What follows belongs to an exercise in optimizing a design on an open flow for small area, a short achievable clock period and few clock cycles per item; a production flow would make more cautious choices.
RTL that was checked went through simulation tests only; none was proved equivalent to the original.
Function not checked in run 4: the RTL went through the layout flow alone.
Power and IR drop assume default switching activity.

### design/flow/config.mk
export PLATFORM = sky130hd
export DESIGN_NAME = ghost_mask
export DESIGN_NICKNAME = ghost_mask
export VERILOG_FILES = /design/flow/design.v
export SDC_FILE = /design/flow/constraint.sdc
export NUM_CORES = 4
export LEC_CHECK = 0
export ABC_AREA = 1
export CAP_MARGIN = 20
export CORE_MARGIN = 2
export CORE_UTILIZATION = 65
export CTS_BUF_LIST = sky130_fd_sc_hd__clkbuf_8
export CTS_CLUSTER_DIAMETER = 80
export CTS_CLUSTER_SIZE = 20
export SLEW_MARGIN = 20
### design/flow/constraint.sdc
create_clock -name core_clock -period 30.0 [get_ports {clk}]
set_input_delay 6.0000 -clock core_clock [delete_from_list [all_inputs] [get_ports {clk}]]
set_output_delay 6.0000 -clock core_clock [all_outputs]
set_load 0.01 [all_outputs]
### design/flow/design.v
module ghost_mask (
    input  wire       clk,
    input  wire       rst,         
    input  wire       in_valid,
    output wire       in_ready,
    input  wire [7:0] in_cyc,
    input  wire       in_last,     
    input  wire [1:0] in_wsel,     
    input  wire [4:0] in_cols,     
    input  wire [7:0] in_tol,      
    output wire       out_valid,
    input  wire       out_ready,
    output wire       out_mask,
    output wire       out_last     
);
    localparam [1:0] M_IDLE = 2'd0, M_RUN = 2'd1, M_TAIL = 2'd2, M_FLUSH = 2'd3;
    function gt8;
        input [7:0] a, b;
        reg [7:0] g0, e0;
        reg [3:0] g1, e1;
        reg [1:0] g2, e2;
        integer n;
        begin
            g0 = a & ~b;
            e0 = ~(a ^ b);
            for (n = 0; n < 4; n = n + 1) begin
                g1[n] = g0[2*n+1] | (e0[2*n+1] & g0[2*n]);
                e1[n] = e0[2*n+1] & e0[2*n];
            end
            for (n = 0; n < 2; n = n + 1) begin
                g2[n] = g1[2*n+1] | (e1[2*n+1] & g1[2*n]);
                e2[n] = e1[2*n+1] & e1[2*n];
            end
            gt8 = g2[1] | (e2[1] & g2[0]);
        end
    endfunction
    function [7:0] max8;
        input [7:0] a, b;
        max8 = gt8(a, b) ? a : b;
    endfunction
    function [7:0] min8;
        input [7:0] a, b;
        min8 = gt8(a, b) ? b : a;
    endfunction
    reg       a0;
    reg [7:0] p_pix;
    reg       p_last;
    reg       in_ready_r;
    reg       waitf;       
    reg [1:0] h_r;
    reg [4:0] wm1_r;
    reg [7:0] tol_r;
    wire [3:0] sel = wm1_r[4] ? wm1_r[3:0] : 4'd0;
    reg rst_r;
    wire acc_in = in_valid && in_ready_r && !rst;
    always @(posedge clk) begin
        p_pix <= in_cyc;
        p_last <= in_last;
        a0    <= acc_in;
        rst_r <= rst;
        if (waitf) begin
            h_r   <= in_wsel;
            wm1_r <= in_cols;
            tol_r <= in_tol;
        end
    end
    reg [1:0] mode;
    reg [4:0] ncol;        
    reg [4:0] dph;         
    reg [2:0] rs;          
    reg [2:0] wb;          
    reg [1:0] vp;          
    reg [1:0] fl;          
    reg       credit_ok;      
    reg       vv, vrs, vem, vlast, vfst, xv;
    reg [5:0] vm;
    reg [7:0] xold;
    wire first  = (mode == M_IDLE);
    wire al0    = (dph == 5'd0);                 
    wire vtick  = (mode == M_TAIL) && al0 && credit_ok;
    wire tick   = a0 || vtick;
    wire rowend = (ncol == wm1_r);
    reg  [5:0] vmask;
    reg  [5:0] wmask;
    integer b, kk;
    always @(*) begin
        for (b = 0; b < 6; b = b + 1) begin
            kk = wb - b;
            if (kk <= 0) kk = kk + 6;
            vmask[b] = (kk <= 2 * h_r) && (kk <= rs) && (kk >= vp);
            wmask[b] = a0 && (wb == b);
        end
    end
    wire last_e = vtick ? (vp == h_r && rowend) : (p_last && h_r == 2'd0);
    reg [1:0] mode_n;
    always @(*) begin
        mode_n = mode;
        if (a0) begin
            if (p_last) mode_n = (h_r == 2'd0) ? M_FLUSH : M_TAIL;
            else        mode_n = M_RUN;
        end else if (vtick) begin
            if (last_e) mode_n = M_FLUSH;
        end else if (mode == M_FLUSH && !vv && fl == 2'd0) begin
            mode_n = M_IDLE;
        end
    end
    wire [4:0] lm1   = {1'b1, sel};              
    wire       wshort = !wm1_r[4];               
    wire [4:0] lmw   = wshort ? 5'd16 - {1'b0, wm1_r[3:0]} : 5'd0;    
    wire [4:0] dph_n = !tick ? ((dph == 5'd0) ? lm1 : dph - 5'd1) :
                       rowend ? lmw : 5'd0;
    wire [4:0] ncol_n = (mode_n == M_IDLE) ? 5'd0 : tick ? (rowend ? 5'd0 : ncol + 5'd1) : ncol;
    wire       e0n   = !(ncol_n == wm1_r && wshort);
    wire       e1n   = (dph_n == 5'd1);
    wire rdy_idle = credit_ok && (mode_n == M_IDLE);
    wire rdy_run1 = credit_ok && (mode_n == M_RUN) && e0n;
    wire rdy_run0 = credit_ok && (mode_n == M_RUN) && e1n;
    wire rdy_n = acc_in ? (!in_last && ((rdy_idle && in_cols != 5'd0) || rdy_run1)) :
                          (rdy_idle || rdy_run0);
    wire bubble = (mode == M_FLUSH) && !vv && (fl != 2'd0) && credit_ok;
    always @(posedge clk) begin
        dph <= dph_n;
        if (rst)
            in_ready_r <= 1'b0;
        else if (rst_r)
            in_ready_r <= 1'b1;
        else
            in_ready_r <= rdy_n;
        if (rst_r) begin
            mode  <= M_IDLE;
            waitf <= 1'b1;
            ncol  <= 5'd0;
            rs    <= 3'd0;
            wb    <= 3'd0;
            vp    <= 2'd0;
            fl    <= 2'd0;
        end else begin
            mode <= mode_n;
            if (acc_in)
                waitf <= 1'b0;
            ncol <= ncol_n;
            if (tick) begin
                if (rowend) begin
                    rs <= (rs == 3'd6) ? 3'd6 : rs + 3'd1;
                    wb <= (wb == 3'd5) ? 3'd0 : wb + 3'd1;
                    if (a0 && p_last) vp <= 2'd1;
                    else if (vtick)   vp <= vp + 2'd1;
                end
                if (last_e) fl <= h_r;
            end
            if (bubble) fl <= fl - 2'd1;
            if (mode_n == M_IDLE) begin
                waitf <= !acc_in;
                rs    <= 3'd0;
                wb    <= 3'd0;
                vp    <= 2'd0;
            end
        end
    end
    reg  [47:0]      s0;
    reg  [16*48-1:0] g16;
    reg  [47:0]      g1;
    reg  [2*48-1:0]  g2;
    reg  [4*48-1:0]  g4;
    reg  [8*48-1:0]  g8;
    wire [47:0] y0 = g16[16*48-1 -: 48];
    wire [47:0] y1 = sel[0] ? g1 : y0;
    wire [47:0] y2 = sel[1] ? g2[2*48-1 -: 48] : y1;
    wire [47:0] y3 = sel[2] ? g4[4*48-1 -: 48] : y2;
    wire [47:0] fb = sel[3] ? g8[8*48-1 -: 48] : y3;
    reg [47:0] s0_d;
    reg [7:0]  old_d;
    integer q;
    always @(*) begin
        old_d = 8'd0;
        for (q = 0; q < 6; q = q + 1) begin
            s0_d[8*q +: 8] = wmask[q] ? p_pix : fb[8*q +: 8];
            old_d = old_d | (fb[8*q +: 8] & {8{wmask[q]}});
        end
    end
    always @(posedge clk) begin
        s0  <= s0_d;
        g16 <= {g16[15*48-1:0], s0};
        g1  <= y0;
        g2  <= {g2[47:0], y1};
        g4  <= {g4[3*48-1:0], y2};
        g8  <= {g8[7*48-1:0], y3};
    end
    always @(posedge clk) begin
        xold  <= old_d;
        xv    <= |(wmask & vmask);
        vm    <= wmask | vmask;
        vrs   <= (ncol == 5'd0);
        vem   <= (rs >= {1'b0, h_r});
        vlast <= last_e;
        vfst  <= first;
        if (rst_r) vv <= 1'b0;
        else       vv <= tick;
    end
    reg [7:0] cx [0:6];
    reg [7:0] cn [0:6];
    integer e;
    always @(*) begin
        for (e = 0; e < 6; e = e + 1) begin
            cx[e] = s0[8*e +: 8] & {8{vm[e]}};
            cn[e] = s0[8*e +: 8] | {8{!vm[e]}};
        end
        cx[6] = xold & {8{xv}};
        cn[6] = xold | {8{!xv}};
    end
    wire [7:0] vmax = max8(max8(max8(cx[0], cx[1]), max8(cx[2], cx[3])),
                           max8(max8(cx[4], cx[5]), cx[6]));
    wire [7:0] vmin = min8(min8(min8(cn[0], cn[1]), min8(cn[2], cn[3])),
                           min8(min8(cn[4], cn[5]), cn[6]));
    reg [7:0] hmax [0:6];
    reg [7:0] hmin [0:6];
    reg [5:0] hrs;
    reg [3:0] hem;
    reg [3:0] hlast;
    reg       hshift;
    wire      shift = vv || bubble;
    wire [5:0] hrs_n = shift ? {hrs[4:0], !vv || vrs} : hrs;
    integer j;
    always @(posedge clk) begin
        if (shift) begin
            hmax[0] <= vmax;
            hmin[0] <= vmin;
            for (j = 1; j < 7; j = j + 1) begin
                hmax[j] <= hmax[j - 1];
                hmin[j] <= hmin[j - 1];
            end
            hlast <= {hlast[2:0], vv && vlast};
        end
        hrs <= hrs_n;
        if (rst_r) begin
            hem    <= 4'd0;
            hshift <= 1'b0;
        end else begin
            hshift <= shift;
            if (shift)
                hem <= {hem[2:0] & {3{!(vv && vfst)}}, vv && vem};
        end
    end
    reg [6:0] hv_n, hv;
    always @(*) begin
        hv_n = 7'd0;
        case (h_r)
            2'd0: hv_n[0] = 1'b1;
            2'd1: begin
                hv_n[1] = 1'b1;
                hv_n[0] = !hrs_n[0];
                hv_n[2] = !hrs_n[1];
            end
            2'd2: begin
                hv_n[2] = 1'b1;
                hv_n[1] = !hrs_n[1];
                hv_n[0] = !(hrs_n[0] || hrs_n[1]);
                hv_n[3] = !hrs_n[2];
                hv_n[4] = !(hrs_n[2] || hrs_n[3]);
            end
            default: begin
                hv_n[3] = 1'b1;
                hv_n[2] = !hrs_n[2];
                hv_n[1] = !(hrs_n[1] || hrs_n[2]);
                hv_n[0] = !(hrs_n[0] || hrs_n[1] || hrs_n[2]);
                hv_n[4] = !hrs_n[3];
                hv_n[5] = !(hrs_n[3] || hrs_n[4]);
                hv_n[6] = !(hrs_n[3] || hrs_n[4] || hrs_n[5]);
            end
        endcase
    end
    reg [1:0] hh;       
    always @(posedge clk) begin
        hv <= hv_n;
        hh <= h_r;
    end
    reg [7:0] dx [0:6];
    reg [7:0] dn [0:6];
    integer m;
    always @(*) begin
        for (m = 0; m < 7; m = m + 1) begin
            dx[m] = hmax[m] & {8{hv[m]}};
            dn[m] = hmin[m] | {8{!hv[m]}};
        end
    end
    wire [7:0] wmax = max8(max8(max8(dx[0], dx[1]), max8(dx[2], dx[3])),
                           max8(max8(dx[4], dx[5]), dx[6]));
    wire [7:0] wmin = min8(min8(min8(dn[0], dn[1]), min8(dn[2], dn[3])),
                           min8(min8(dn[4], dn[5]), dn[6]));
    reg c_emit, c_last;
    always @(*) begin
        case (hh)
            2'd0:    begin c_emit = hem[0]; c_last = hlast[0]; end
            2'd1:    begin c_emit = hem[1]; c_last = hlast[1]; end
            2'd2:    begin c_emit = hem[2]; c_last = hlast[2]; end
            default: begin c_emit = hem[3]; c_last = hlast[3]; end
        endcase
    end
    reg [7:0] pmax, pmin;
    reg       pv, pl;
    always @(posedge clk) begin
        pmax <= wmax;
        pmin <= wmin;
        pl   <= c_last;
        if (rst_r) pv <= 1'b0;
        else       pv <= hshift && c_emit;
    end
    wire res = ({1'b0, pmax} - {1'b0, pmin}) > {1'b0, tol_r};
    localparam integer QB = 7;     
    reg [QB-1:0] bm, bl;
    reg [2:0]    wp, rp;
    reg [2:0]    bc;                
    reg          ov, om, ol;
    wire [2:0] wp_n = (wp == QB - 1) ? 3'd0 : wp + 3'd1;
    wire [2:0] rp_n = (rp == QB - 1) ? 3'd0 : rp + 3'd1;
    wire       bne  = (bc != 3'd0);
    wire       hm   = bm[rp];
    wire       hl   = bl[rp];
    wire       fr_load = bne;
    wire [2:0] bc_fr = bc + {2'd0, pv} - {2'd0, bne};
    wire [2:0] bc_hd = bc + {2'd0, pv};
    wire       free  = out_ready || !ov;
    always @(posedge clk) begin
        if (pv) begin
            bm[wp] <= res;
            bl[wp] <= pl;
        end
        if (free && fr_load) begin
            om <= hm;
            ol <= hl;
        end
        if (rst_r) begin
            wp <= 3'd0;
            rp <= 3'd0;
            bc <= 3'd0;
            ov <= 1'b0;
        end else begin
            if (pv) wp <= wp_n;
            if (free) begin
                ov <= fr_load;
                if (fr_load) rp <= rp_n;
                bc <= bc_fr;
            end else begin
                bc <= bc_hd;
            end
            if (rst) ov <= 1'b0;
        end
    end
    always @(*) credit_ok = ({1'b0, bc} + {3'd0, ov}) <= 4'd2;
    assign in_ready  = in_ready_r;
    assign out_valid = ov;
    assign out_mask  = om;
    assign out_last  = ol;
endmodule
### design/flow/flow/run.sh
#!/bin/bash
# The standard layout, except that the port buffers are plain buf_2
# cells instead of the delay buffers buffer_ports picks by default.
set -euo pipefail
bash standard.sh BUFFER_PORTS_ARGS="-buffer_cell sky130_fd_sc_hd__buf_2" finish > standard.log 2>&1
### design/flow/standard.sh
#!/bin/bash
# synth_recipe.tcl (not shown) runs the flow's synth.tcl, then flattens the netlist and writes it again
# the make line also repeats each setting of config.mk as NAME=value (left out here)
make -C /OpenROAD-flow-scripts/flow DESIGN_CONFIG=/design/flow/config.mk WORK_HOME=/design/flow/orfs CLKGATE_MAP_FILE= SYNTH_SCRIPT=/design/flow/synth_recipe.tcl "${@:-finish}"
==> flow_summary.json, run 1 <==
{
  "endpoint_kind": "primary output",
  "avgRoutedWirePerCell_um": 15.6,
  "drc": 0,
  "grt_pass1_wl_um": 138000,
  "ctsHoldBuffers": 0,
  "final_nets": 4768,
  "cp_top_family": "flip-flops",
  "ioPinCount": 32,
  "cts_made_buffers": 101,
  "crit_slowest_cell": "dfxtp_1",
  "grt_pass1_vias": 26600,
  "avgSynthCellArea_um2": 11.6,
  "critical_path.startpoint_type": "flip-flop",
  "maxSlewViolCount": 0,
  "root_buffer": "clkbuf_8",
  "cts.sinks": 1786,
  "power_mw": 4.88,
  "grtUsageTotal_pct": 21.5,
  "fin_tns_setup_ns": 0,
  "synth_nets": 4711,
  "fmax_ghz": 0.137,
  "clk_latency_ns": 0.77,
  "area_growth_pct": 5.42,
  "drive_above_1_share_pct": 6.37,
  "path_buf_inv": 1,
  "post-route-min-period_ns": 7.28,
  "slew_headroom_pct": 38.7,
  "fp-row-count": 103,
  "ys_ff_latch": 1786,
  "routed_wl_um": 87200,
  "first_pass_iters": 6,
  "cts-htree-levels": 3,
  "cpPeakStageDelay_ns": 0.38,
  "die_x_um": 286,
  "vias": 27800,
  "ys_async_sr_fraction_pct": 0,
  "grt_max_degree": 73,
  "drtIter0Drc": 1594,
  "reg2reg_slack_ns": 24.47,
  "antenna_found_initial": 5,
  "worstPathCellList": "buf_2",
  "synthFlopType": "dfxtp_1",
  "cts.path.max_buffers": 3,
  "die_area_um2": 81800,
  "outcome": "no timing/DRC/antenna violations",
  "initial_core_util_pct": 65.5,
  "port_buffers": 31,
  "timing_hold_violations_final": 0,
  "design.core.area_um2": 78900,
  "fin_crit_sh_pct": 24.3,
  "post_cts_resize_count": 0,
  "rsz0062_at_grt": "false",
  "place_area_um2": 52800,
  "path_clk_slew_ns": 0.12,
  "utilization_pct": 69.1,
  "worst_pin_slew_ns": 0.919,
  "crit_type": "flip-flop to primary output",
  "via_per_inst": 4.99,
  "dp_hpwl_um": 60400,
  "final_cell_mix": "dfxtp_1 (1,639), nand2_1 (795), inv_1 (360)",
  "grt_overflow": 0,
  "crit_path_max_fanout": 3,
  "gp_congestion": 0.898,
  "hold_class": "flip-flop to flip-flop",
  "skew_ns": 0.0522,
  "worstPathRequired_ns": 24.00,
  "ys.warnings.count": 7,
  "timing.hold.ws_ns": 0.301,
  "ys_seq_area_share_pct": 72.0,
  "cts_tree": "built",
  "synthCells": 4441,
  "maxCapViolCount": 0,
  "final_common_cell": "dfxtp_1",
  "synth-edff-count": 147,
  "die_h_um": 286,
  "stdcell_area_um2": 54500,
  "post-cts-setup-buffers": 0,
  "p_leak_nw": 24.1,
  "synthesis.area_um2": 51700,
  "setup_viol": 0,
  "p_per_area_nw_per_um2": 89.6,
  "ys_types": 56,
  "drtAntennaViolNets": 0,
  "ir_drop_mv": 0.0647,
  "worstPathArrival_ns": 1.28
}
logic make-up after synthesis:
group / Yosys count / synth area share [%]
XOR/XNOR: 18 / 0.305
adder cells (fa/ha/maj): 242 / 5.87
buffers and inverters: 443 / 3.43
AND/OR/NAND/NOR: 1341 / 10.8
multiplexers: 97 / 1.99
flip-flops: 1786 / 72.0
AO/OA/AOI/OAI: 514 / 5.60
per-stage QoR:
stage	setup slack, ns	std cells
after detailed placement	22.88	5445
final	22.72	5578
after global placement	22.89	5445
after CTS	22.67	5574
after floorplan	23.09	4441
after global routing	22.63	5577
cell type report:
cell class,count,area (um2)
diodes,4,10.0
clock buffers,102,1400
clock inverters,27,243
fillers,5851,24400
inverters,358,1350
multi-input cells,2212,12700
flip-flops and latches,1786,37200
well taps,1050,1310
repair buffers,39,215
report_power, final:
| part | switching (mW) | leakage, nW | internal, mW |
|---|---|---|---|
| logic | 0.461 | 8.14 | 0.251 |
| registers | 0.188 | 15.1 | 2.98 |
| clock network | 0.663 | 0.902 | 0.336 |
| total | 1.31 | 24.1 | 3.57 |
metal layers:
metal	vias to the layer above	share of wire [%]	track usage, %
met3	152	3.8	3.24
met5	-	0	0
met1	12800	49	30.5
met4	0	3.2	7.09
li1	14500	-	-
met2	454	44	34.0
synthesized netlist by cell type, types with 7 or more instances:
master	n	share of area [%]
xor2_1	13	0.22
mux2_2	48	1.0
inv_1	346	2.5
buf_1	10	0.073
nand2_1	799	5.8
a31oi_1	55	0.67
nor3_1	19	0.18
nor2_1	304	2.2
or4_1	7	0.10
mux2i_1	49	0.95
a211oi_1	29	0.42
nand2_2	37	0.45
nand2_4	14	0.31
buf_4	7	0.10
clkbuf_1	43	0.31
o22ai_1	25	0.30
o21bai_1	11	0.16
edfxtp_1	147	8.5
ha_1	241	5.8
or2_2	13	0.16
nand3b_1	11	0.16
o21ai_0	221	2.1
dfxtp_1	1639	63
buf_6	7	0.15
a21oi_1	137	1.3
buf_2	18	0.17
nand3_1	120	1.2
flip-flops by register name (all words and copies together), names as in the netlist, 4 cells and up:
register and flops:
g16 768, g8 384, g4 192, g2 96
hmax 56, hmin 56, g1 48, s0 48
p_pix 8, pmax 8, pmin 8, tol_r 8
xold 8, bl 7, bm 7, hv 7
hrs 6, vm 6, dph 5, ncol 5
wm1_r 5, hem 4, hlast 4
worst paths after layout:
path | start | endpoint | cells after the start
max | ov | out_valid | 1
min | g16[321] | g16[369] | 0
max reg2reg | vm[2] | hmin[0][7] | 22
min reg2reg | g16[321] | g16[369] | 0
Testbench counts, summed over its fixed seeds: cycles 35,275, items 32,428.
==> run 2, diff against run 1 <==
--- a/design/flow/config.mk
+++ b/design/flow/config.mk
@@ -12,4 +12,4 @@
 export CTS_BUF_LIST = sky130_fd_sc_hd__clkbuf_8
-export CTS_CLUSTER_DIAMETER = 80
-export CTS_CLUSTER_SIZE = 20
+export CTS_CLUSTER_DIAMETER = 60
+export CTS_CLUSTER_SIZE = 16
 export SLEW_MARGIN = 20
==> flow_summary.json, run 2 <==
{
  "outcome": "no timing/DRC/antenna violations",
  "area_growth_pct": 6.77,
  "final_cell_mix": "dfxtp_1 (1,639), nand2_1 (795), inv_1 (359)",
  "drc": 0,
  "grtUsageTotal_pct": 21.9,
  "ys.warnings.count": 7,
  "path_clk_slew_ns": 0.10,
  "drive_above_1_share_pct": 7.47,
  "maxSlewViolCount": 0,
  "maxCapViolCount": 0,
  "avgRoutedWirePerCell_um": 15.6,
  "post_cts_resize_count": 0,
  "synth_nets": 4711,
  "port_buffers": 31,
  "cts-htree-levels": 4,
  "routed_wl_um": 88000,
  "hold_class": "flip-flop to flip-flop",
  "worst_pin_slew_ns": 0.933,
  "synth_top_area_share_pct": 63.5,
  "crit_slowest_cell": "dfxtp_1",
  "cts_made_buffers": 136,
  "synthCells": 4441,
  "grt_pass1_vias": 27100,
  "setup_slack_ns": 22.68,
  "first_pass_iters": 6,
  "nFillCells": 5763,
  "ys_seq_area_share_pct": 72.0,
  "timing_hold_violations_final": 0,
  "antenna_found_initial": 4,
  "worstPathArrival_ns": 1.32,
  "skew_ns": 0.0505,
  "gp_congestion": 0.898,
  "worstPathCellList": "buf_2",
  "clk_latency_ns": 0.82,
  "dp_hpwl_um": 60400,
  "synth_area_leader_cell": "dfxtp_1",
  "avgSynthCellArea_um2": 11.6,
  "slew_headroom_pct": 37.8,
  "power_mw": 5.07,
  "via_per_inst": 5.00,
  "rsz0062_at_grt": "false",
  "vias": 28200,
  "largest_register_ffs": 768,
  "final_common_cell": "dfxtp_1",
  "wl_met3_um": 3530,
  "synth-edff-count": 147,
  "min_path_cells": 0,
  "crit_type": "flip-flop to primary output",
  "cp_top_family": "flip-flops",
  "cts.path.max_buffers": 3,
  "die_area_um2": 81800,
  "worstPathRequired_ns": 24.00,
  "synthFlopType": "dfxtp_1",
  "ys_ff_latch": 1786,
  "grt_pass1_wl_um": 141000,
  "wirelength_met1_um": 42900,
  "cts.sinks": 1786,
  "fin_tns_setup_ns": 0,
  "ff2ff_path_depth": 22,
  "die_h_um": 286,
  "drtIter0Drc": 1512,
  "root_buffer": "clkbuf_8",
  "synth_area_leaders": "dfxtp_1 (63%), edfxtp_1 (8.5%), ha_1 (5.8%), nand2_1 (5.8%), inv_1 (2.5%)",
  "drtAntennaViolNets": 0,
  "timing.hold.ws_ns": 0.296,
  "synthTopCellsByCount": "dfxtp_1 (1,639), nand2_1 (799), inv_1 (346)",
  "p_per_area_nw_per_um2": 91.8,
  "grt_max_degree": 73,
  "endpoint_kind": "primary output",
  "top_regs": "g16: 768 flops, g8: 384 flops, g4: 192 flops",
  "design.core.area_um2": 78900,
  "synth.most_common_cell": "dfxtp_1",
  "post-route-min-period_ns": 7.32,
  "crit_path_max_fanout": 3,
  "fp-row-count": 103,
  "synthesis.area_um2": 51700,
  "cpPeakStageDelay_ns": 0.37,
  "setup_viol": 0,
  "topRoutingLayerUsed": "met4",
  "wl_met2_um": 39100,
  "ioPinCount": 32,
  "dp_slack_ns": 22.88,
  "top_register": "g16",
  "fmax_ghz": 0.137,
  "cts_tree": "built",
  "ctsHoldBuffers": 0,
  "grt_overflow": 0,
  "ys_types": 56,
  "critical_path.startpoint_type": "flip-flop",
  "fin_crit_sh_pct": 24.4,
  "die_x_um": 286,
  "final_nets": 4803,
  "ys_async_sr_fraction_pct": 0,
  "p_leak_nw": 24.5,
  "initial_core_util_pct": 65.5,
  "post-cts-setup-buffers": 0,
  "cp.depth": 1,
  "path_buf_inv": 1,
  "ir_drop_mv": 0.0651
}
run 2: path summary, 6_finish.rpt:
path                            startpoint    endpoint  slack (ns)
worst min register to register      g8[87]     g8[135]        0.30
worst max-delay path                    ov   out_valid       22.68
worst max register to register       vm[2]  hmin[0][2]       24.45
worst min-delay path                g8[87]     g8[135]        0.30
run 2: cells by family after synthesis:
family | after synthesis | synth area share (%)
flip-flops | 1786 | 72.0
AND/OR/NAND/NOR | 1341 | 10.8
AO/OA/AOI/OAI | 514 | 5.60
buffers and inverters | 443 | 3.43
adder cells (fa/ha/maj) | 242 | 5.87
multiplexers | 97 | 1.99
XOR/XNOR | 18 | 0.305
run 2: area by class of cell:
cell class,count,area [um2],area share [%]
clock inverters,43,434,0.787
multi-input cells,2212,12700,23.1
inverters,358,1350,2.45
clock buffers,139,1910,3.47
flip-flops and latches,1786,37200,67.5
well taps,1050,1310,2.38
repair buffers,39,215,0.390
diodes,3,7.51,0.0136
run 2: routing by layer:
metal	track usage, %	vias to the layer above
li1	-	14500
met1	30.7	13000
met2	34.7	479
met3	3.72	173
met4	7.88	0
met5	0	-
run 2: power by group:
part / leakage [nW] / internal [mW] / total [mW] / switching, mW
clock network: 1.26 / 0.461 / 1.18 / 0.722
registers: 15.1 / 2.98 / 3.17 / 0.188
logic: 8.14 / 0.252 / 0.716 / 0.464
run 2: metrics by stage:
| step | instances | util (%) | instance area [um2] |
|---|---|---|---|
| after floorplan | 4441 | - | 51700 |
| after global placement | 5445 | 67.0 | 52800 |
| after detailed placement | 5445 | 67.0 | 52800 |
| after CTS | 5627 | 69.9 | 55200 |
| after global routing | 5629 | 70.0 | 55200 |
| final | 5630 | 70.0 | 55200 |
==> run 3, diff against run 2 <==
--- a/design/flow/config.mk
+++ b/design/flow/config.mk
@@ -10,3 +10,3 @@
 export CORE_MARGIN = 2
-export CORE_UTILIZATION = 65
+export CORE_UTILIZATION = 55
 export CTS_BUF_LIST = sky130_fd_sc_hd__clkbuf_8
==> flow_summary.json, run 3 <==
{
  "outcome": "no timing/DRC/antenna violations",
  "crit_slowest_cell": "edfxtp_1",
  "worst_pin_slew_ns": 0.916,
  "fin_crit_sh_pct": 24.5,
  "ctsHoldBuffers": 0,
  "timing.hold.ws_ns": 0.292,
  "ys_ff_latch": 1786,
  "p_per_area_nw_per_um2": 91.6,
  "synth-edff-count": 147,
  "utilization_pct": 59.5,
  "final_nets": 4806,
  "sw_frac_of_total_pct": 26.9,
  "cp_top_family": "flip-flops",
  "via_per_inst": 4.79,
  "worstPathRequired_ns": 24.00,
  "crit_path_max_fanout": 1,
  "post_cts_resize_count": 0,
  "drc": 0,
  "seqPwrFrac_pct": 62.3,
  "pwr-share-clk_pct": 23.5,
  "synth.most_common_cell": "dfxtp_1",
  "final_cell_mix": "dfxtp_1 (1,639), nand2_1 (795), inv_1 (356)",
  "reg2reg_from": "vm[2]",
  "design.core.area_um2": 93200,
  "synthTopCellsByCount": "dfxtp_1 (1,639), nand2_1 (799), inv_1 (346)",
  "die_h_um": 311,
  "crit_end": "out_mask",
  "drtIter0Drc": 1801,
  "clk_latency_ns": 0.84,
  "synthFlopType": "dfxtp_1",
  "fin_tns_setup_ns": 0,
  "synth_area_leaders": "dfxtp_1 (63%), edfxtp_1 (8.5%), ha_1 (5.8%), nand2_1 (5.8%), inv_1 (2.5%)",
  "post-route-min-period_ns": 7.34,
  "reg2reg_to": "hmin[0][5]",
  "dp_hpwl_um": 61000,
  "layout.cells.non_filler": 5836,
  "synth_nets": 4711,
  "fmax_ghz": 0.136,
  "slew_headroom_pct": 39.0,
  "cp.depth": 1,
  "top_regs": "g16: 768 flops, g8: 384 flops, g4: 192 flops",
  "ys_seq_area_share_pct": 72.0,
  "ys.warnings.count": 7,
  "grt_max_degree": 73,
  "fp-row-count": 112,
  "ys_async_sr_fraction_pct": 0,
  "largest_register_ffs": 768,
  "cts_tree": "built",
  "cts_made_buffers": 136,
  "routed_wl_um": 88900,
  "worstPathArrival_ns": 1.34,
  "die_area_um2": 96400,
  "worstPathCellList": "buf_2",
  "drive_above_1_share_pct": 7.55,
  "ff2ff_path_depth": 22,
  "stdcell_area_um2": 55500,
  "grtUsageTotal_pct": 18.7,
  "top_register": "g16",
  "first_pass_iters": 7,
  "grt_pass1_wl_um": 142000,
  "rsz0062_at_grt": "false",
  "p_comb_share_pct": 14.2,
  "synth_top_area_share_pct": 63.5,
  "die_x_um": 311,
  "synthCells": 4441,
  "ioPinCount": 32,
  "dp_slack_ns": 22.89,
  "synthesis.area_um2": 51700,
  "initial_core_util_pct": 55.5,
  "gp_congestion": 0.894,
  "nFillCells": 7627,
  "timing_hold_violations_final": 0,
  "path_clk_slew_ns": 0.10,
  "root_buffer": "clkbuf_8",
  "p_switching_mw": 1.36,
  "hold_class": "flip-flop to flip-flop",
  "p_leak_nw": 24.5,
  "dp.cells": 5652,
  "crit_type": "flip-flop to primary output",
  "power_mw": 5.08,
  "vias": 27900,
  "cpPeakStageDelay_ns": 0.36,
  "maxCapViolCount": 0,
  "cp-startpoint": "om",
  "reg2reg_slack_ns": 24.56,
  "ys_types": 56,
  "place_area_um2": 53100,
  "setup_viol": 0,
  "antenna_found_initial": 3,
  "cts.path.max_buffers": 3,
  "cts-htree-levels": 4,
  "final_common_cell": "dfxtp_1",
  "synth_area_leader_cell": "dfxtp_1",
  "avgRoutedWirePerCell_um": 15.2,
  "maxSlewViolCount": 0,
  "setup_slack_ns": 22.66,
  "path_buf_inv": 1,
  "cts.sinks": 1786,
  "area_growth_pct": 7.31,
  "grt_overflow": 0,
  "endpoint_kind": "primary output",
  "ir_drop_mv": 0.0634,
  "drtAntennaViolNets": 0,
  "port_buffers": 31,
  "skew_ns": 0.0394,
  "grt_pass1_vias": 26800,
  "post-cts-setup-buffers": 0,
  "p_int_mw": 3.71,
  "avgSynthCellArea_um2": 11.6,
  "critical_path.startpoint_type": "flip-flop"
}
==> run 3: cells by family (layout without fill, tap and decap cells) <==
group	Yosys count	after routing	synth area share, %
multiplexers	97	97	1.99
flip-flops	1786	1786	72.0
AND/OR/NAND/NOR	1341	1341	10.8
XOR/XNOR	18	18	0.305
buffers and inverters	443	582	3.43
other	0	2	0
adder cells (fa/ha/maj)	242	242	5.87
AO/OA/AOI/OAI	514	514	5.60
==> run 3: area by class of cell <==
type                    instances  area (um2)  share of cell area, %
multi-input cells            2212       12700                   22.9
clock buffers                 142        1950                   3.52
clock inverters                40         402                  0.724
inverters                     358        1350                   2.44
repair buffers                 42         238                  0.429
well taps                    1254        1570                   2.83
flip-flops and latches       1786       37200                   67.1
diodes                          2        5.00                0.00902
==> run 3: how the worst min path moves through the flow <==
stage / startpoint / end / cells after the start
2_1_floorplan: g16[52] / g16[100] / 0
3_3_place_gp: g16[513] / g16[561] / 0
3_5_place_dp: g16[122] / g16[170] / 0
4_1_cts: g8[82] / g8[130] / 0
5_1_grt: g16[610] / g16[658] / 0
6_report: g8[82] / g8[130] / 0
==> run 3: routing by layer <==
| metal | wire (um) | track usage [%] | up-vias | part of all wire [%] |
|---|---|---|---|---|
| li1 | - | - | 14500 | - |
| met1 | 43500 | 25.8 | 12800 | 49 |
| met2 | 39000 | 29.2 | 460 | 44 |
| met3 | 3670 | 3.43 | 169 | 4.1 |
| met4 | 2770 | 7.48 | 2 | 3.1 |
| met5 | 8 | 0 | - | 0.0090 |
==> run 3: power groups by stage <==
stage / sequential [mW] / combinational, mW / clock, mW
4_1_cts: 3.17 / 0.730 / 1.25
6_report: 3.16 / 0.719 / 1.20
2_1_floorplan: 3.13 / 0.556 / 0
5_1_grt: 3.22 / 0.836 / 1.34
3_5_place_dp: 3.22 / 0.727 / 0
3_3_place_gp: 3.21 / 0.717 / 0
==> run 4, diff against run 3 <==
--- a/design/flow/design.v
+++ b/design/flow/design.v
@@ -214,10 +214,11 @@
                            min8(min8(cn[4], cn[5]), cn[6]));
-    reg [7:0] hmax [0:6];
-    reg [7:0] hmin [0:6];
-    reg [5:0] hrs;
-    reg [3:0] hem;
-    reg [3:0] hlast;
-    reg       hshift;
+    reg [7:0] hmax [1:6];
+    reg [7:0] hmin [1:6];
+    reg [5:1] hrs;
+    reg [3:1] hem;
+    reg [3:1] hlast;
     wire      shift = vv || bubble;
-    wire [5:0] hrs_n = shift ? {hrs[4:0], !vv || vrs} : hrs;
+    wire [5:0] rsn = {hrs[5:1], !vv || vrs};
+    wire [3:0] emn = {hem[3:1] & {3{!(vv && vfst)}}, vv && vem};
+    wire [3:0] lsn = {hlast[3:1], vv && vlast};
     integer j;
@@ -225,5 +226,5 @@
         if (shift) begin
-            hmax[0] <= vmax;
-            hmin[0] <= vmin;
-            for (j = 1; j < 7; j = j + 1) begin
+            hmax[1] <= vmax;
+            hmin[1] <= vmin;
+            for (j = 2; j < 7; j = j + 1) begin
                 hmax[j] <= hmax[j - 1];
@@ -231,39 +232,35 @@
             end
-            hlast <= {hlast[2:0], vv && vlast};
-        end
-        hrs <= hrs_n;
-        if (rst_r) begin
-            hem    <= 4'd0;
-            hshift <= 1'b0;
-        end else begin
-            hshift <= shift;
-            if (shift)
-                hem <= {hem[2:0] & {3{!(vv && vfst)}}, vv && vem};
+            hrs   <= rsn[4:0];
+            hlast <= lsn[2:0];
         end
+        if (rst_r)
+            hem <= 3'd0;
+        else if (shift)
+            hem <= emn[2:0];
     end
-    reg [6:0] hv_n, hv;
+    reg [6:0] hv;
     always @(*) begin
-        hv_n = 7'd0;
+        hv = 7'd0;
         case (h_r)
-            2'd0: hv_n[0] = 1'b1;
+            2'd0: hv[0] = 1'b1;
             2'd1: begin
-                hv_n[1] = 1'b1;
-                hv_n[0] = !hrs_n[0];
-                hv_n[2] = !hrs_n[1];
+                hv[1] = 1'b1;
+                hv[0] = !rsn[0];
+                hv[2] = !rsn[1];
             end
             2'd2: begin
-                hv_n[2] = 1'b1;
-                hv_n[1] = !hrs_n[1];
-                hv_n[0] = !(hrs_n[0] || hrs_n[1]);
-                hv_n[3] = !hrs_n[2];
-                hv_n[4] = !(hrs_n[2] || hrs_n[3]);
+                hv[2] = 1'b1;
+                hv[1] = !rsn[1];
+                hv[0] = !(rsn[0] || rsn[1]);
+                hv[3] = !rsn[2];
+                hv[4] = !(rsn[2] || rsn[3]);
             end
             default: begin
-                hv_n[3] = 1'b1;
-                hv_n[2] = !hrs_n[2];
-                hv_n[1] = !(hrs_n[1] || hrs_n[2]);
-                hv_n[0] = !(hrs_n[0] || hrs_n[1] || hrs_n[2]);
-                hv_n[4] = !hrs_n[3];
-                hv_n[5] = !(hrs_n[3] || hrs_n[4]);
-                hv_n[6] = !(hrs_n[3] || hrs_n[4] || hrs_n[5]);
+                hv[3] = 1'b1;
+                hv[2] = !rsn[2];
+                hv[1] = !(rsn[1] || rsn[2]);
+                hv[0] = !(rsn[0] || rsn[1] || rsn[2]);
+                hv[4] = !rsn[3];
+                hv[5] = !(rsn[3] || rsn[4]);
+                hv[6] = !(rsn[3] || rsn[4] || rsn[5]);
             end
@@ -271,12 +268,7 @@
     end
-    reg [1:0] hh;       
-    always @(posedge clk) begin
-        hv <= hv_n;
-        hh <= h_r;
-    end
-    reg [7:0] dx [0:6];
-    reg [7:0] dn [0:6];
+    reg [7:0] dx [1:6];
+    reg [7:0] dn [1:6];
     integer m;
     always @(*) begin
-        for (m = 0; m < 7; m = m + 1) begin
+        for (m = 1; m < 7; m = m + 1) begin
             dx[m] = hmax[m] & {8{hv[m]}};
@@ -285,13 +277,13 @@
     end
-    wire [7:0] wmax = max8(max8(max8(dx[0], dx[1]), max8(dx[2], dx[3])),
-                           max8(max8(dx[4], dx[5]), dx[6]));
-    wire [7:0] wmin = min8(min8(min8(dn[0], dn[1]), min8(dn[2], dn[3])),
-                           min8(min8(dn[4], dn[5]), dn[6]));
+    wire [7:0] qmax = max8(max8(max8(dx[1], dx[2]), dx[3]), max8(max8(dx[4], dx[5]), dx[6]));
+    wire [7:0] qmin = min8(min8(min8(dn[1], dn[2]), dn[3]), min8(min8(dn[4], dn[5]), dn[6]));
+    wire [7:0] wmax = max8(qmax, vmax & {8{hv[0]}});
+    wire [7:0] wmin = min8(qmin, vmin | {8{!hv[0]}});
     reg c_emit, c_last;
     always @(*) begin
-        case (hh)
-            2'd0:    begin c_emit = hem[0]; c_last = hlast[0]; end
-            2'd1:    begin c_emit = hem[1]; c_last = hlast[1]; end
-            2'd2:    begin c_emit = hem[2]; c_last = hlast[2]; end
-            default: begin c_emit = hem[3]; c_last = hlast[3]; end
+        case (h_r)
+            2'd0:    begin c_emit = emn[0]; c_last = lsn[0]; end
+            2'd1:    begin c_emit = emn[1]; c_last = lsn[1]; end
+            2'd2:    begin c_emit = emn[2]; c_last = lsn[2]; end
+            default: begin c_emit = emn[3]; c_last = lsn[3]; end
         endcase
@@ -305,6 +297,6 @@
         if (rst_r) pv <= 1'b0;
-        else       pv <= hshift && c_emit;
+        else       pv <= shift && c_emit;
     end
     wire res = ({1'b0, pmax} - {1'b0, pmin}) > {1'b0, tol_r};
-    localparam integer QB = 7;     
+    localparam integer QB = 6;     
     reg [QB-1:0] bm, bl;
--- a/design/flow/config.mk
+++ b/design/flow/config.mk
@@ -10,3 +10,3 @@
 export CORE_MARGIN = 2
-export CORE_UTILIZATION = 55
+export CORE_UTILIZATION = 65
 export CTS_BUF_LIST = sky130_fd_sc_hd__clkbuf_8
==> flow_summary.json, run 4 <==
{
  "outcome": "no timing/DRC/antenna violations",
  "cts.sinks": 1755,
  "grt_overflow": 0,
  "design.core.area_um2": 77300,
  "place_area_um2": 51800,
  "utilization_pct": 69.9,
  "fin_crit_sh_pct": 25.2,
  "die_x_um": 283,
  "die_area_um2": 80100,
  "grt_max_degree": 85,
  "p_leak_nw": 24.2,
  "worst_pin_slew_ns": 1.10,
  "sw_frac_of_total_pct": 24.8,
  "ys_seq_area_share_pct": 72.0,
  "root_buffer": "clkbuf_8",
  "grt_pass1_wl_um": 145000,
  "synthTopCellsByCount": "dfxtp_1 (1,622), nand2_1 (896), nor2_1 (339)",
  "setup_slack_ns": 22.45,
  "clk_latency_ns": 0.80,
  "seqPwrFrac_pct": 66.1,
  "reg2reg_slack_ns": 22.45,
  "synthCells": 4499,
  "cp_top_family": "compound AO/OA/AOI/OAI gates",
  "post_cts_resize_count": 0,
  "maxSlewViolCount": 0,
  "synth_top_area_share_pct": 64.1,
  "synth_nets": 4778,
  "p_int_mw": 3.49,
  "critical_path.startpoint_type": "flip-flop",
  "nFillCells": 5748,
  "final_nets": 4859,
  "drtIter0Drc": 1930,
  "path_clk_slew_ns": 0.10,
  "register_area_um2": 36500,
  "drc": 0,
  "synth-edff-count": 133,
  "ioPinCount": 32,
  "via_per_inst": 5.04,
  "pwr-share-clk_pct": 24.5,
  "synthesis.area_um2": 50600,
  "endpoint_kind": "flip-flop",
  "post-route-min-period_ns": 7.55,
  "gp_congestion": 0.913,
  "avgRoutedWirePerCell_um": 16.2,
  "rsz0062_at_grt": "false",
  "drtAntennaViolNets": 0,
  "dp_slack_ns": 22.51,
  "fp-row-count": 102,
  "routed_wl_um": 91300,
  "p_per_area_nw_per_um2": 85.9,
  "top_regs": "g16: 768 flops, g8: 384 flops, g4: 192 flops",
  "p_switching_mw": 1.15,
  "top_register": "g16",
  "area_growth_pct": 6.70,
  "synthFlopType": "dfxtp_1",
  "final_cell_mix": "dfxtp_1 (1,622), nand2_1 (891), nor2_1 (339)",
  "initial_core_util_pct": 65.5,
  "grt_pass1_vias": 27300,
  "cts_tree": "built",
  "first_pass_iters": 6,
  "cpPeakStageDelay_ns": 0.65,
  "crit_type": "flip-flop to flip-flop",
  "ir_drop_mv": 0.0713,
  "setup_viol": 0,
  "cp_common_cell": "nor2_1",
  "fmax_ghz": 0.132,
  "vias": 28500,
  "grtUsageTotal_pct": 23.0,
  "worstPathArrival_ns": 8.24,
  "post-cts-setup-buffers": 0,
  "crit_path_max_fanout": 15,
  "cts-htree-levels": 4,
  "port_buffers": 31,
  "slew_headroom_pct": 25.6,
  "p_comb_share_pct": 9.3,
  "ys_ff_latch": 1755,
  "final_common_cell": "dfxtp_1",
  "dp_hpwl_um": 63300,
  "cts_made_buffers": 132,
  "ctsHoldBuffers": 0,
  "cts.path.max_buffers": 3,
  "antenna_found_initial": 2,
  "ys_async_sr_fraction_pct": 0,
  "fin_tns_setup_ns": 0,
  "maxCapViolCount": 0,
  "synth_area_leaders": "dfxtp_1 (64%), edfxtp_1 (7.9%), nand2_1 (6.6%), ha_1 (6.2%), o21ai_0 (2.6%)",
  "hold_class": "flip-flop to flip-flop",
  "worstPathRequired_ns": 30.69,
  "ys.warnings.count": 7,
  "avgSynthCellArea_um2": 11.3,
  "crit_slowest_cell": "edfxtp_1",
  "synth_area_leader_cell": "dfxtp_1",
  "die_h_um": 283,
  "stdcell_area_um2": 54000,
  "drive_above_1_share_pct": 6.22,
  "skew_ns": 0.0447,
  "multi_input_area_um2": 12500,
  "ys_types": 55,
  "largest_register_ffs": 768,
  "timing_hold_violations_final": 0,
  "path_buf_inv": 5,
  "synth.most_common_cell": "dfxtp_1"
}
[run 4: cell count changes in the layout (fill, tap and decap cells not counted), moves of 6 or more]
cell | previous run | this run
o21ai_0 | 221 | 261
ha_1 | 241 | 250
edfxtp_1 | 147 | 133
nor2_1 | 304 | 339
nand2_1 | 795 | 891
o22ai_1 | 25 | 17
o21ai_1 | 2 | 10
nand2_4 | 16 | 8
mux2_2 | 48 | 0
clkbuf_8 | 142 | 136
mux2i_1 | 49 | 1
inv_1 | 356 | 331
nand3_1 | 120 | 141
dfxtp_1 | 1639 | 1622
[run 4: path summary, 6_finish.rpt]
| path | start | endpoint | cells past startpoint |
|---|---|---|---|
| max | h_r[1] | pmin[1] | 35 |
| max reg2reg | h_r[1] | pmin[1] | 35 |
| min reg2reg | g2[33] | g2[81] | 0 |
| min | g2[33] | g2[81] | 0 |
[run 4: layout make-up]
| cell class | instances | share of cell area [%] |
|---|---|---|
| antenna | 1 | 0.00463 |
| clock buffer | 136 | 3.46 |
| clock inverter | 31 | 0.644 |
| inverter | 340 | 2.37 |
| multi-input combinational | 2309 | 23.2 |
| sequential | 1755 | 67.5 |
| tap | 1040 | 2.41 |
| timing repair buffer | 42 | 0.440 |
[run 4: metrics by stage]
step	power (mW)	cells	hold WS, ns
2_1_floorplan	3.36	4499	0.310
6_report	4.64	5654	0.287
3_5_place_dp	3.55	5485	0.312
4_1_cts	4.69	5652	0.287
3_3_place_gp	3.53	5485	0.309
5_1_grt	4.88	5654	0.286
[run 4: power groups by stage]
| stage | logic, mW | registers (mW) | clock network [mW] |
|---|---|---|---|
| after floorplan | 0.323 | 3.04 | 0 |
| after global placement | 0.421 | 3.11 | 0 |
| after detailed placement | 0.433 | 3.12 | 0 |
| after CTS | 0.435 | 3.08 | 1.18 |
| after global routing | 0.501 | 3.12 | 1.26 |
| final | 0.434 | 3.07 | 1.14 |
[run 4: metal layers]
metal	global-route usage, %	up-vias	routed length (um)
met4	7.28	0	2140
met5	0	-	0
met3	3.98	152	4080
met1	33.2	13200	45100
met2	35.7	559	40000
li1	-	14600	-
[run 4: cell families (layout without fill, tap and decap cells)]
family	count (synthesis)	in the layout	share of synthesized area, %
other	0	1	0
DFF	1755	1755	72.0
xor gates and xnor gates	19	19	0.329
and+or+nand+nor	1482	1482	11.9
muxes	1	1	0.0198
buffers and inverters	435	549	3.32
adders and majority gates	251	251	6.22
AOI/OAI and AO/OA	556	556	6.15
==> run 5, diff against run 4 <==
--- a/design/flow/design.v
+++ b/design/flow/design.v
@@ -240,27 +240,29 @@
     end
-    reg [6:0] hv;
+    wire [5:0] hrs_nx = shift ? {rsn[4:0], 1'b0} : {hrs[5:1], 1'b0};
+    wire [5:0] rsx    = {hrs_nx[5:1], !tick || (ncol == 5'd0)};
+    reg  [6:0] hv_n, hv;
     always @(*) begin
-        hv = 7'd0;
+        hv_n = 7'd0;
         case (h_r)
-            2'd0: hv[0] = 1'b1;
+            2'd0: hv_n[0] = 1'b1;
             2'd1: begin
-                hv[1] = 1'b1;
-                hv[0] = !rsn[0];
-                hv[2] = !rsn[1];
+                hv_n[1] = 1'b1;
+                hv_n[0] = !rsx[0];
+                hv_n[2] = !rsx[1];
             end
             2'd2: begin
-                hv[2] = 1'b1;
-                hv[1] = !rsn[1];
-                hv[0] = !(rsn[0] || rsn[1]);
-                hv[3] = !rsn[2];
-                hv[4] = !(rsn[2] || rsn[3]);
+                hv_n[2] = 1'b1;
+                hv_n[1] = !rsx[1];
+                hv_n[0] = !(rsx[0] || rsx[1]);
+                hv_n[3] = !rsx[2];
+                hv_n[4] = !(rsx[2] || rsx[3]);
             end
             default: begin
-                hv[3] = 1'b1;
-                hv[2] = !rsn[2];
-                hv[1] = !(rsn[1] || rsn[2]);
-                hv[0] = !(rsn[0] || rsn[1] || rsn[2]);
-                hv[4] = !rsn[3];
-                hv[5] = !(rsn[3] || rsn[4]);
-                hv[6] = !(rsn[3] || rsn[4] || rsn[5]);
+                hv_n[3] = 1'b1;
+                hv_n[2] = !rsx[2];
+                hv_n[1] = !(rsx[1] || rsx[2]);
+                hv_n[0] = !(rsx[0] || rsx[1] || rsx[2]);
+                hv_n[4] = !rsx[3];
+                hv_n[5] = !(rsx[3] || rsx[4]);
+                hv_n[6] = !(rsx[3] || rsx[4] || rsx[5]);
             end
@@ -268,2 +270,3 @@
     end
+    always @(posedge clk) hv <= hv_n;
     reg [7:0] dx [1:6];
--- a/design/flow/config.mk
+++ b/design/flow/config.mk
@@ -12,4 +12,4 @@
 export CTS_BUF_LIST = sky130_fd_sc_hd__clkbuf_8
-export CTS_CLUSTER_DIAMETER = 60
-export CTS_CLUSTER_SIZE = 16
+export CTS_CLUSTER_DIAMETER = 70
+export CTS_CLUSTER_SIZE = 18
 export SLEW_MARGIN = 20
==> flow_summary.json, run 5 <==
{
  "worstPathCellList": "buf_2",
  "fmax_ghz": 0.137,
  "grt_max_degree": 78,
  "dp.cells": 5454,
  "fp-row-count": 102,
  "register_area_um2": 36600,
  "utilization_pct": 69.4,
  "largest_register_ffs": 768,
  "grt_overflow": 0,
  "fin_tns_setup_ns": 0,
  "path_buf_inv": 1,
  "cp_top_family": "flip-flops",
  "avgSynthCellArea_um2": 11.3,
  "synth_area_leaders": "dfxtp_1 (64%), edfxtp_1 (7.9%), nand2_1 (6.8%), ha_1 (6.0%), o21ai_0 (2.4%)",
  "final_nets": 4801,
  "avgRoutedWirePerCell_um": 16.0,
  "cp-startpoint": "ov",
  "maxCapViolCount": 0,
  "ir_drop_mv": 0.0775,
  "gp_congestion": 0.873,
  "worst_pin_slew_ns": 1.08,
  "maxSlewViolCount": 0,
  "post-route-min-period_ns": 7.30,
  "nFillCells": 5802,
  "ys_async_sr_fraction_pct": 0,
  "synthTopCellsByCount": "dfxtp_1 (1,629), nand2_1 (921), nor2_1 (313)",
  "cts_made_buffers": 111,
  "synth_top_area_share_pct": 64.4,
  "top_register": "g16",
  "rsz0062_at_grt": "false",
  "power_mw": 4.62,
  "p_leak_nw": 23.9,
  "synthCells": 4472,
  "final_cell_mix": "dfxtp_1 (1,629), nand2_1 (916), nor2_1 (313)",
  "crit_type": "flip-flop to primary output",
  "root_buffer": "clkbuf_8",
  "slew_headroom_pct": 27.2,
  "path_clk_slew_ns": 0.11,
  "dp_slack_ns": 23.05,
  "die_area_um2": 80200,
  "fin_crit_sh_pct": 24.3,
  "ys_types": 58,
  "initial_core_util_pct": 65.5,
  "ys.warnings.count": 7,
  "ctsHoldBuffers": 0,
  "layout.cells.non_filler": 5596,
  "via_per_inst": 5.03,
  "final_common_cell": "dfxtp_1",
  "vias": 28200,
  "critical_path.startpoint_type": "flip-flop",
  "timing_hold_violations_final": 0,
  "grt_pass1_wl_um": 142000,
  "clk_latency_ns": 0.80,
  "crit_slowest_cell": "dfxtp_1",
  "ys_ff_latch": 1762,
  "top_regs": "g16: 768 flops, g8: 384 flops, g4: 192 flops",
  "routed_wl_um": 89800,
  "drtIter0Drc": 1660,
  "post-cts-setup-buffers": 0,
  "port_buffers": 31,
  "ioPinCount": 32,
  "antenna_found_initial": 4,
  "outcome": "no timing/DRC/antenna violations",
  "die_x_um": 283,
  "setup_viol": 0,
  "drtAntennaViolNets": 0,
  "synth_nets": 4746,
  "first_pass_iters": 6,
  "hold_class": "flip-flop to flip-flop",
  "cpPeakStageDelay_ns": 0.37,
  "hold_start": "g8[239]",
  "cts.path.max_buffers": 3,
  "design.core.area_um2": 77300,
  "synth_area_leader_cell": "dfxtp_1",
  "synth-edff-count": 133,
  "post_cts_resize_count": 0,
  "ys_seq_area_share_pct": 72.2,
  "p_per_area_nw_per_um2": 86.2,
  "drive_above_1_share_pct": 5.53,
  "synth.most_common_cell": "dfxtp_1",
  "synthesis.area_um2": 50700,
  "area_growth_pct": 5.84,
  "reg2reg_from": "vm[3]",
  "grt_pass1_vias": 26700,
  "worstPathRequired_ns": 24.00,
  "cts-htree-levels": 3,
  "drc": 0,
  "multi_input_area_um2": 12500,
  "cts_tree": "built",
  "die_h_um": 283,
  "endpoint_kind": "primary output",
  "skew_ns": 0.0689,
  "dp_hpwl_um": 62000,
  "crit_path_max_fanout": 3,
  "cts.sinks": 1762,
  "grtUsageTotal_pct": 22.5,
  "worstPathArrival_ns": 1.30,
  "setup_slack_ns": 22.70,
  "synthFlopType": "dfxtp_1"
}
## run 5: cell types whose count changed in the layout (fill, tap and decap cells not counted), sizes merged, moves of 5 or more
cell    previous run  this run
inv              354       329
nand2            938       954
clkbuf           137       113
nor2             343       320
dfxtp           1622      1629
o21ai            272       261
ha               250       245
a21oi            141       136
clkinv            15         8
## run 5: where the power goes
part           internal (mW)  switching [mW]
clock                  0.367           0.674
sequential              2.91           0.170
combinational          0.166           0.340
total                   3.44            1.18
## run 5: final cells by class
cell class / instances / share of cell area [%]
Antenna cell: 3 / 0.0140
Sequential cell: 1762 / 68.2
Timing Repair Buffer: 40 / 0.415
Clock buffer: 113 / 2.90
Multi-Input combinational cell: 2299 / 23.3
Clock inverter: 26 / 0.516
Inverter: 313 / 2.19
Tap cell: 1040 / 2.43
## run 5: kinds of logic after synthesis
logic type | count (synthesis) | share of synthesized area, %
compound gates | 549 | 6.14
xor+xnor | 21 | 0.363
fa+ha+maj | 246 | 6.09
buf+inv | 411 | 3.18
flops | 1762 | 72.2
mux | 3 | 0.0593
simple gates | 1480 | 11.9
## run 5: layer usage
layer	track usage [%]	wire length [um]
met1	32.1	44400
met3	2.71	3050
met2	35.9	39700
met4	7.24	2610
met5	0	0
## run 5: path summary, 6_finish.rpt
path	to	slack (ns)	depth (start not counted)
min reg2reg	g8[287]	0.28	0
max reg2reg	pmax[2]	23.26	33
max	out_valid	22.70	1
min	g8[287]	0.28	0
## run 5: metrics by stage
step | hold WS, ns | cell area, um2
floorplan | 0.310 | 50700
global placement | 0.310 | 51800
detailed placement | 0.312 | 51800
CTS | 0.267 | 53600
global route | 0.270 | 53600
finish | 0.278 | 53600
Testbench counts of run 5, summed over its fixed seeds: cycles 35,269, items 32,428.
==> run 6, diff against run 5 <==
--- a/design/flow/config.mk
+++ b/design/flow/config.mk
@@ -10,3 +10,3 @@
 export CORE_MARGIN = 2
-export CORE_UTILIZATION = 65
+export CORE_UTILIZATION = 75
 export CTS_BUF_LIST = sky130_fd_sc_hd__clkbuf_8
==> flow_summary.json, run 6 <==
{
  "reg2reg_from": "vm[4]",
  "ir_drop_mv": 0.0813,
  "critical_path.startpoint_type": "flip-flop",
  "ff2ff_path_depth": 30,
  "cts_tree": "built",
  "drc": 0,
  "multi_input_area_um2": 12500,
  "synthFlopType": "dfxtp_1",
  "gp_congestion": 0.887,
  "dp_hpwl_um": 65800,
  "synth-edff-count": 133,
  "synthCells": 4472,
  "design.core.area_um2": 67000,
  "timing_hold_violations_final": 0,
  "worst_pin_slew_ns": 1.10,
  "maxSlewViolCount": 0,
  "path_clk_slew_ns": 0.11,
  "grt_overflow": 0,
  "slew_headroom_pct": 26.2,
  "min_path_cells": 0,
  "final_nets": 4801,
  "reg2reg_to": "pmin[7]",
  "utilization_pct": 79.5,
  "cpPeakStageDelay_ns": 0.38,
  "endpoint_kind": "primary output",
  "stdcell_area_um2": 53300,
  "antenna_found_initial": 1,
  "hold_start": "g16[45]",
  "final_common_cell": "dfxtp_1",
  "crit_type": "flip-flop to primary output",
  "ys_types": 58,
  "cts_made_buffers": 109,
  "ioPinCount": 32,
  "timing.hold.ws_ns": 0.285,
  "outcome": "no timing/DRC/antenna violations",
  "power_mw": 4.64,
  "fmax_ghz": 0.137,
  "routed_wl_um": 98100,
  "reg2reg_slack_ns": 23.27,
  "vias": 29300,
  "top_register": "g16",
  "synthTopCellsByCount": "dfxtp_1 (1,629), nand2_1 (921), nor2_1 (313)",
  "p_per_area_nw_per_um2": 87.1,
  "fp-row-count": 95,
  "ys_ff_latch": 1762,
  "synth.most_common_cell": "dfxtp_1",
  "grt_max_degree": 76,
  "clk_latency_ns": 0.79,
  "holdPathEnd": "g16[93]",
  "register_area_um2": 36600,
  "fin_tns_setup_ns": 0,
  "cts.sinks": 1762,
  "ys_async_sr_fraction_pct": 0,
  "synth_nets": 4746,
  "top_regs": "g16: 768 flops, g8: 384 flops, g4: 192 flops",
  "first_pass_iters": 5,
  "port_buffers": 31,
  "cts.path.max_buffers": 3,
  "rsz0062_at_grt": "false",
  "grt_pass1_wl_um": 152000,
  "cts-htree-levels": 3,
  "largest_register_ffs": 768,
  "setup_viol": 0,
  "area_growth_pct": 5.23,
  "cp_top_family": "flip-flops",
  "final_cell_mix": "dfxtp_1 (1,629), nand2_1 (916), nor2_1 (313)",
  "synth_area_leaders": "dfxtp_1 (64%), edfxtp_1 (7.9%), nand2_1 (6.8%), ha_1 (6.0%), o21ai_0 (2.4%)",
  "post-cts-setup-buffers": 0,
  "post_cts_resize_count": 0,
  "grtUsageTotal_pct": 28.1,
  "path_buf_inv": 1,
  "avgSynthCellArea_um2": 11.3,
  "place_area_um2": 51600,
  "die_x_um": 264,
  "hold_class": "flip-flop to flip-flop",
  "maxCapViolCount": 0,
  "avgRoutedWirePerCell_um": 18.1,
  "synth_area_leader_cell": "dfxtp_1",
  "drtAntennaViolNets": 0,
  "worstPathRequired_ns": 24.00,
  "drtIter0Drc": 1971,
  "nFillCells": 3967,
  "crit_path_max_fanout": 1,
  "ys.warnings.count": 7,
  "die_area_um2": 69700,
  "skew_ns": 0.0578,
  "drive_above_1_share_pct": 5.43,
  "synth_top_area_share_pct": 64.4,
  "p_leak_nw": 23.9,
  "worstPathArrival_ns": 1.29,
  "synthesis.area_um2": 50700,
  "ctsHoldBuffers": 0,
  "ys_seq_area_share_pct": 72.2,
  "fin_crit_sh_pct": 24.3,
  "crit_slowest_cell": "edfxtp_1",
  "initial_core_util_pct": 75.6,
  "post-route-min-period_ns": 7.29,
  "worstPathCellList": "buf_2",
  "root_buffer": "clkbuf_8",
  "die_h_um": 264,
  "via_per_inst": 5.39,
  "grt_pass1_vias": 28700
}
[run 6: cell counts after synthesis]
Identical to the previous run, type by type.
[run 6: metal layers]
metal,part of all wire (%),track usage [%]
met1,44,37.3
met5,0,0
met2,48,47.7
met3,4.1,3.09
met4,3.7,11.2
[run 6: metrics by stage]
step,instances,worst slack (ns)
floorplan,4472,23.27
global placement,5289,23.09
detailed placement,5289,23.05
CTS,5425,22.64
global route,5429,22.64
finish,5429,22.71
[run 6: how the worst max path moves through the flow]
stage,to,slack (ns),startpoint,cells after the start
after floorplan,rp[1],23.27,out_ready,7
after global placement,rp[1],23.09,out_ready,8
after global routing,out_last,22.64,ol,1
after CTS,out_last,22.64,ol,1
final,out_last,22.71,ol,1
after detailed placement,rp[1],23.05,out_ready,8
[run 6: cell families (layout without fill, tap and decap cells)]
family / count (synthesis) / in the layout / share of synthesized area (%)
flip-flops: 1762 / 1762 / 72.2
AND/OR/NAND/NOR: 1480 / 1480 / 11.9
AO/OA/AOI/OAI: 549 / 549 / 6.14
buffers and inverters: 411 / 491 / 3.18
adder cells (fa/ha/maj): 246 / 246 / 6.09
XOR/XNOR: 21 / 21 / 0.363
multiplexers: 3 / 3 / 0.0593
other: 0 / 4 / 0
[run 6: report_power, final]
group | switching [mW] | internal (mW)
logic | 0.354 | 0.166
clock network | 0.682 | 0.342
registers | 0.189 | 2.91
total | 1.23 | 3.42
[run 6: cell type report]
cell class | count | area share [%]
sequential | 1762 | 68.6
multi-input combinational | 2299 | 23.4
clock buffer | 110 | 2.84
inverter | 313 | 2.20
tap | 873 | 2.05
timing repair buffer | 42 | 0.446
clock inverter | 26 | 0.373
antenna | 4 | 0.0188
==> run 7, diff against run 6 <==
--- a/design/flow/config.mk
+++ b/design/flow/config.mk
@@ -10,6 +10,6 @@
 export CORE_MARGIN = 2
-export CORE_UTILIZATION = 75
+export CORE_UTILIZATION = 65
 export CTS_BUF_LIST = sky130_fd_sc_hd__clkbuf_8
-export CTS_CLUSTER_DIAMETER = 70
-export CTS_CLUSTER_SIZE = 18
+export CTS_CLUSTER_DIAMETER = 60
+export CTS_CLUSTER_SIZE = 16
 export SLEW_MARGIN = 20
==> flow_summary.json, run 7 <==
{
  "outcome": "no timing/DRC/antenna violations",
  "worstPathRequired_ns": 24.00,
  "port_buffers": 31,
  "final_common_cell": "dfxtp_1",
  "crit_type": "flip-flop to primary output",
  "routed_wl_um": 90400,
  "first_pass_iters": 6,
  "synthMuxAreaShare_pct": 0.0593,
  "rsz0062_at_grt": "false",
  "initial_core_util_pct": 65.5,
  "synth_nets": 4746,
  "layout.cells.non_filler": 5625,
  "worstPathCellList": "buf_2",
  "worstPathArrival_ns": 1.33,
  "root_buffer": "clkbuf_8",
  "ctsHoldBuffers": 0,
  "post-cts-setup-buffers": 0,
  "fin_tns_setup_ns": 0,
  "grt_pass1_wl_um": 143000,
  "endpoint_kind": "primary output",
  "vias": 28400,
  "yosys.area_share.simple_pct": 11.9,
  "synth.most_common_cell": "dfxtp_1",
  "cts_made_buffers": 131,
  "dp_hpwl_um": 62000,
  "fin_crit_sh_pct": 24.4,
  "synth_adder_area_share_pct": 6.09,
  "die_area_um2": 80200,
  "power_mw": 4.74,
  "top_regs": "g16: 768 flops, g8: 384 flops, g4: 192 flops",
  "antenna_found_initial": 2,
  "top_register": "g16",
  "area_growth_pct": 6.61,
  "die_x_um": 283,
  "fp-row-count": 102,
  "grtUsageTotal_pct": 22.7,
  "p_per_area_nw_per_um2": 87.7,
  "dp.cells": 5454,
  "ys.warnings.count": 7,
  "timing_hold_violations_final": 0,
  "synthesis.area_um2": 50700,
  "maxCapViolCount": 0,
  "final_cell_mix": "dfxtp_1 (1,629), nand2_1 (916), nor2_1 (313)",
  "cp_top_family": "flip-flops",
  "via_per_inst": 5.04,
  "ys_types": 58,
  "critical_path.startpoint_type": "flip-flop",
  "synth_area_leader_cell": "dfxtp_1",
  "min_path_cells": 0,
  "crit_slowest_cell": "edfxtp_1",
  "ff2ff_path_depth": 31,
  "cts.sinks": 1762,
  "path_clk_slew_ns": 0.10,
  "ir_drop_mv": 0.0723,
  "path_buf_inv": 1,
  "drc": 0,
  "drtAntennaViolNets": 0,
  "hold_class": "flip-flop to flip-flop",
  "ioPinCount": 32,
  "grt_overflow": 0,
  "final_nets": 4821,
  "post_cts_resize_count": 0,
  "gp_congestion": 0.873,
  "drive_above_1_share_pct": 6.09,
  "fmax_ghz": 0.136,
  "ys_seq_area_share_pct": 72.2,
  "ys_async_sr_fraction_pct": 0,
  "cpPeakStageDelay_ns": 0.36,
  "cp.depth": 1,
  "synth-compound-area-share_pct": 6.14,
  "maxSlewViolCount": 0,
  "skew_ns": 0.0434,
  "synth_top_family_by_area": "simple AND/OR/NAND/NOR gates",
  "post-route-min-period_ns": 7.33,
  "avgSynthCellArea_um2": 11.3,
  "avgRoutedWirePerCell_um": 16.1,
  "largest_register_ffs": 768,
  "worst_pin_slew_ns": 1.13,
  "synth_top_area_share_pct": 64.4,
  "die_h_um": 283,
  "p_leak_nw": 24.1,
  "synthTopCellsByCount": "dfxtp_1 (1,629), nand2_1 (921), nor2_1 (313)",
  "grt_pass1_vias": 27000,
  "ys_ff_latch": 1762,
  "cts.path.max_buffers": 3,
  "clk_latency_ns": 0.82,
  "synth_area_leaders": "dfxtp_1 (64%), edfxtp_1 (7.9%), nand2_1 (6.8%), ha_1 (6.0%), o21ai_0 (2.4%)",
  "synth-xor-area-share_pct": 0.363,
  "synthCells": 4472,
  "cts_tree": "built",
  "slew_headroom_pct": 23.9,
  "cts-htree-levels": 4,
  "grt_max_degree": 78,
  "drtIter0Drc": 1928,
  "setup_viol": 0,
  "synth-edff-count": 133,
  "crit_path_max_fanout": 1,
  "synthFlopType": "dfxtp_1",
  "design.core.area_um2": 77300
}
[run 7: per-stage QoR]
step	cell area [um2]	worst slack (ns)	hold WS (ns)	utilization, %
after floorplan	50700	23.27	0.310	-
after detailed placement	51800	23.05	0.312	67.0
after global routing	54000	22.53	0.311	69.8
after CTS	54000	22.60	0.292	69.8
after global placement	51800	23.06	0.310	67.0
final	54000	22.67	0.296	69.9
[run 7: per-layer routing]
metal | up-vias | global-route usage (%) | routed length, um
li1 | 14600 | - | -
met1 | 13100 | 32.1 | 44000
met2 | 510 | 36.0 | 39900
met3 | 171 | 3.62 | 3880
met4 | 0 | 7.82 | 2550
met5 | - | 0 | 0
[run 7: area by class of cell]
class	instances	area (um2)
Sequential cell	1762	36600
Fill cell	5765	23300
Multi-Input combinational cell	2299	12500
Clock buffer	132	1820
Tap cell	1040	1300
Inverter	313	1170
Clock inverter	35	404
Timing Repair Buffer	40	223
Antenna cell	4	10.0
[run 7: path summary, 6_finish.rpt]
path	endpoint	from	slack, ns
max	out_last	ol	22.67
min reg2reg	g8[259]	g8[211]	0.30
min	g8[259]	g8[211]	0.30
max reg2reg	pmin[1]	vm[2]	23.27
[run 7: where the power goes]
group	internal (mW)	switching, mW	leakage [nW]	total [mW]
clock	0.446	0.709	1.18	1.15
sequential	2.91	0.170	14.9	3.08
combinational	0.166	0.340	7.99	0.506
[run 7: kinds of logic (layout without fill, tap and decap cells)]
| kind of cell | Yosys count | count (layout) |
|---|---|---|
| AO/OA/AOI/OAI | 549 | 549 |
| XOR/XNOR | 21 | 21 |
| adder cells (fa/ha/maj) | 246 | 246 |
| buffers and inverters | 411 | 520 |
| flip-flops | 1762 | 1762 |
| multiplexers | 3 | 3 |
| other | 0 | 4 |
| AND/OR/NAND/NOR | 1480 | 1480 |

[re-timing with driven ports]
In the flow no input, the clock included, has a driving cell. The finished layouts below were timed again as built, in two steps.
Step 1: set_driving_cell puts a clkbuf_16 on clk and a buf_2 on each other input, an assumption about the parent block.
Step 2, shift: input delay + t, output delay - t, t = (earliest + latest rising clock arrival at the registers) / 2. This alone moves slack from input paths to output paths.
Slacks: no drivers / after step 1 / after step 2; pairs: no drivers / after step 1.
run | t (ns) | setup slack, ns | latest minus earliest clock arrival (ns)
run 1 | 0.802 | 22.719 / 22.657 / 22.918 | 0.053 / 0.052
run 2 | 0.863 | 22.683 / 22.614 / 22.894 | 0.060 / 0.060
run 3 | 0.885 | 22.658 / 22.596 / 22.912 | 0.044 / 0.044
run 4 | 0.849 | 22.450 / 22.450 / 22.450 | 0.054 / 0.053
run 5 | 0.823 | 22.695 / 22.632 / 23.074 | 0.071 / 0.072
run 6 | 0.832 | 22.709 / 22.642 / 23.047 | 0.060 / 0.060
run 7 | 0.865 | 22.671 / 22.609 / 23.033 | 0.046 / 0.047
After both steps every run listed still meets setup and hold.
